This is an optimization exercise on Yosys and OpenROAD, whose aim is small area, not a production implementation.
In this exercise RTL edits were held to simulation tests only and were not proved equivalent to the original.
Power and IR drop assume default switching activity.

==> module rom_req_tx, before the edit <==
module rom_req_tx (
    input  wire        clk,
    input  wire        rst,
    input  wire        start,
    input  wire [1:0]  kind,          
    input  wire [31:0] arg0,
    input  wire [31:0] arg1,
    output wire        busy,
    output wire        tx_valid,
    output reg  [7:0]  tx_data,
    input  wire        tx_ready
);
    reg [5:0] pos;
    reg       esc2;
    assign busy     = (pos != 6'd6);
    assign tx_valid = busy;
    wire k_sync = (kind == 2'd0);
    wire k_fb   = (kind == 2'd2);
    wire hdr   = (pos[5:3] == 3'b001);
    wire pay   = (pos[5:4] == 2'b01);
    wire w0    = pay & (pos[3:2] == 2'd0);
    wire sel_a = w0 & (kind[1] ^ kind[0]);                   
    wire sel_n = pay & k_fb & (pos[3:2] == 2'd1);
    wire sel_b = pay & k_fb & (pos[3:2] == 2'd3);
    wire [3:0] bk = {pos[1:0] == 2'd3, pos[1:0] == 2'd2, pos[1:0] == 2'd1, pos[1:0] == 2'd0};
    wire [3:0] sa = {4{sel_a}} & bk;
    wire [3:0] sn = {4{sel_n}} & bk;
    wire [3:0] sb = {4{sel_b}} & bk;
    wire [7:0] ma = ({8{sa[0]}} & arg0[31:24]) | ({8{sa[1]}} & arg0[23:16]) |
                    ({8{sa[2]}} & arg0[15:8])  | ({8{sa[3]}} & arg0[7:0]);
    wire [7:0] mn = ({8{sn[1]}} & {2'b00, arg0[31:26]}) | ({8{sn[2]}} & arg0[25:18]) |
                    ({8{sn[3]}} & arg0[17:10]);
    wire [7:0] mb = ({8{sb[0]}} & arg1[31:24]) | ({8{sb[1]}} & arg1[23:16]) |
                    ({8{sb[2]}} & arg1[15:8])  | ({8{sb[3]}} & arg1[7:0]);
    wire c3  = (arg0[9:0] != 10'd0);
    wire c2  = c3 & (&arg0[17:10]);
    wire c1  = c2 & (&arg0[25:18]);
    wire cin = (sn[1] & c1) | (sn[2] & c2) | (sn[3] & c3);
    wire [7:0] nb  = (ma | mn) + {7'd0, cin};
    wire [7:0] dbyte = nb | mb;
    wire close = k_sync ? (pos == 6'd52) : k_fb ? (pos == 6'd32) : (pos == 6'd20);
    reg [7:0] cbyte;                                           
    always @(*) begin
        cbyte = 8'h00;
        if (pos == 6'd7 || close)                              
            cbyte = 8'hC0;
        else if (hdr && pos[2:0] == 3'd1)
            cbyte = {4'h0, ~kind[1], kind[1] & kind[0], kind[1] ^ kind[0], 1'b0};
        else if (hdr && pos[2:0] == 3'd2)
            cbyte = k_sync ? 8'h24 : k_fb ? 8'h10 : 8'h04;
        else if (w0 && k_sync)
            cbyte = (pos[1:0] == 2'd0 || pos[1:0] == 2'd1) ? 8'h07 :
                    (pos[1:0] == 2'd2) ? 8'h12 : 8'h20;
        else if (k_sync && !hdr && !w0)
            cbyte = 8'h55;
        else if (pay && k_fb && pos[3:0] == 4'd10)
            cbyte = 8'h04;
    end
    wire [7:0] p       = dbyte | cbyte;
    wire       special = (dbyte == 8'hC0) || (dbyte == 8'hDB);
    always @(*) begin
        tx_data[7] = p[7];
        tx_data[6] = p[6];
        tx_data[5] = p[5];
        tx_data[4] = p[4] | special;
        tx_data[3] = p[3] | special;
        tx_data[2] = p[2] | esc2;
        tx_data[1] = (p[1] | special) & ~esc2;
        tx_data[0] = p[0] | (special & ~esc2);
    end
    always @(posedge clk) begin
        if (rst || (tx_ready && close))
            pos <= 6'd6;
        else if (start || (busy && tx_ready && (esc2 || !special)))
            pos <= pos + 6'd1;
    end
    always @(posedge clk) begin
        if (start)
            esc2 <= 1'b0;
        else if (busy && tx_ready)
            esc2 <= !esc2 && special;
    end
endmodule
Settings: LEC_CHECK=0, CAP_MARGIN=20, CORE_MARGIN=2, CORE_UTILIZATION=40, PLACE_DENSITY=0.6, SLEW_MARGIN=20; clock period 10.0 ns.
standard.sh (not shown) runs the stock make flow with config.mk's settings and CLKGATE_MAP_FILE= SYNTH_SCRIPT=/design/flow/synth_recipe.tcl, a recipe that flattens the netlist after the stock synthesis.
==> flow/flow/run.sh <==
#!/bin/bash
set -euo pipefail
here=$PWD
rm -rf "$here/scripts_area"
mkdir -p "$here/scripts_area"
cp -r "$FLOW_HOME"/scripts/. "$here/scripts_area/"
cp "$here/flow/abc.script" "$here/scripts_area/abc_speed.script"
cp "$here/flow/abc.script" "$here/scripts_area/abc_area.script"
bash standard.sh SCRIPTS_DIR="$here/scripts_area" ADDER_MAP_FILE= synth > synth.log 2>&1
bash standard.sh \
  BUFFER_PORTS_ARGS="-buffer_cell sky130_fd_sc_hd__buf_1" \
  CTS_ARGS="-sink_clustering_enable -repair_clock_nets -dont_use_dummy_load -buf_list sky130_fd_sc_hd__clkbuf_4 -sink_clustering_size 12 -sink_clustering_max_diameter 50" \
  finish > layout.log 2>&1
==> flow/flow/abc.script <==
strash
&get -n
&fraig -x
&put
dc2
strash
&get -n
&dch -f
&nf -R 1000
&put
The first run ran to the end with no violations.
Then changed:
--- a/flow/design.v
+++ b/flow/design.v
@@ -74,18 +74,17 @@
     input  wire        tx_ready
 );
     reg [5:0] pos;
     reg       esc2;
-    assign busy     = (pos != 6'd6);
+    assign busy     = pos[5] | pos[4] | pos[3] | pos[0];      
     assign tx_valid = busy;
     wire k_sync = (kind == 2'd0);
     wire k_fb   = (kind == 2'd2);
-    wire hdr   = (pos[5:3] == 3'b001);
-    wire pay   = (pos[5:4] == 2'b01);
-    wire w0    = pay & (pos[3:2] == 2'd0);
-    wire sel_a = w0 & (kind[1] ^ kind[0]);                   
-    wire sel_n = pay & k_fb & (pos[3:2] == 2'd1);
-    wire sel_b = pay & k_fb & (pos[3:2] == 2'd3);
+    wire hdr   = (pos[5:3] == 3'b001);                         
+    wire w0    = pos[4] & ~pos[3] & ~pos[2];                   
+    wire sel_a = w0 & (kind[1] ^ kind[0]);                     
+    wire sel_n = k_fb & pos[4] & ~pos[3] & pos[2];             
+    wire sel_b = k_fb & pos[4] & pos[3] & pos[2];              
     wire [3:0] bk = {pos[1:0] == 2'd3, pos[1:0] == 2'd2, pos[1:0] == 2'd1, pos[1:0] == 2'd0};
     wire [3:0] sa = {4{sel_a}} & bk;
     wire [3:0] sn = {4{sel_n}} & bk;
     wire [3:0] sb = {4{sel_b}} & bk;
@@ -100,24 +99,27 @@
     wire c1  = c2 & (&arg0[25:18]);
     wire cin = (sn[1] & c1) | (sn[2] & c2) | (sn[3] & c3);
     wire [7:0] nb  = (ma | mn) + {7'd0, cin};
     wire [7:0] dbyte = nb | mb;
-    wire close = k_sync ? (pos == 6'd52) : k_fb ? (pos == 6'd32) : (pos == 6'd20);
+    wire close = k_sync ? (pos[5] & pos[4] & pos[2]) :        
+                 k_fb   ? pos[5] :                            
+                          (pos[4] & pos[2]);                  
+    wire open  = ~pos[5] & ~pos[4] & ~pos[3] & pos[0];         
     reg [7:0] cbyte;                                           
     always @(*) begin
         cbyte = 8'h00;
-        if (pos == 6'd7 || close)                              
+        if (open || close)                                     
             cbyte = 8'hC0;
         else if (hdr && pos[2:0] == 3'd1)
             cbyte = {4'h0, ~kind[1], kind[1] & kind[0], kind[1] ^ kind[0], 1'b0};
         else if (hdr && pos[2:0] == 3'd2)
             cbyte = k_sync ? 8'h24 : k_fb ? 8'h10 : 8'h04;
-        else if (w0 && k_sync)
+        else if (w0 && !pos[5] && k_sync)
             cbyte = (pos[1:0] == 2'd0 || pos[1:0] == 2'd1) ? 8'h07 :
                     (pos[1:0] == 2'd2) ? 8'h12 : 8'h20;
-        else if (k_sync && !hdr && !w0)
+        else if (k_sync && !hdr)
             cbyte = 8'h55;
-        else if (pay && k_fb && pos[3:0] == 4'd10)
+        else if (k_fb && pos[4:0] == 5'd26)
             cbyte = 8'h04;
     end
     wire [7:0] p       = dbyte | cbyte;
     wire       special = (dbyte == 8'hC0) || (dbyte == 8'hDB);
After rerunning: The changed run finished with timing, DRC and antenna clean; global-route usage came out lower by 1.0 points; cell area came out lower by 0.38%; setup slack degrades by 350 ps; synthesized cell count came out lower by 2.1%; combinational power came out lower by 20%; sequential cell count does not change; clock power stays flat; total power came out lower by 6.3%; fmax came out lower by 4.7%; routed wire length came out lower by 4.9%; worst hold slack improves by 21 ps; area after synthesis came out lower by 0.44%; core utilization came out lower by 0.18 points.

==> static timing again, ports no longer ideal <==
How much do the figures lean on ideal ports? The routed layouts below were timed once more, with nothing changed but the port constraints.
Step 1, drivers: a clkbuf_16 drives clk and a buf_2 each remaining input, both assumed.
Step 2, shift: input delay + t, output delay - t, t = (earliest + latest rising clock arrival at the registers) / 2. This alone moves slack from input paths to output paths.
Three values: no drivers, after step 1, after step 2; two values: the first two.
| run | shift t [ns] | setup WS [ns] | hold WS [ns] | latest minus earliest clock arrival (ns) | worst register clock-pin slew, ns |
|---|---|---|---|---|---|
| the first run | 0.554 | 2.995 / 2.961 / 3.516 | 0.421 / 0.421 / 0.421 | 0.038 / 0.039 | 0.12 / 0.12 |
| the second run | 0.554 | 2.647 / 2.611 / 3.165 | 0.443 / 0.443 / 0.443 | 0.035 / 0.034 | 0.11 / 0.11 |
After both steps every run listed still meets setup and hold.
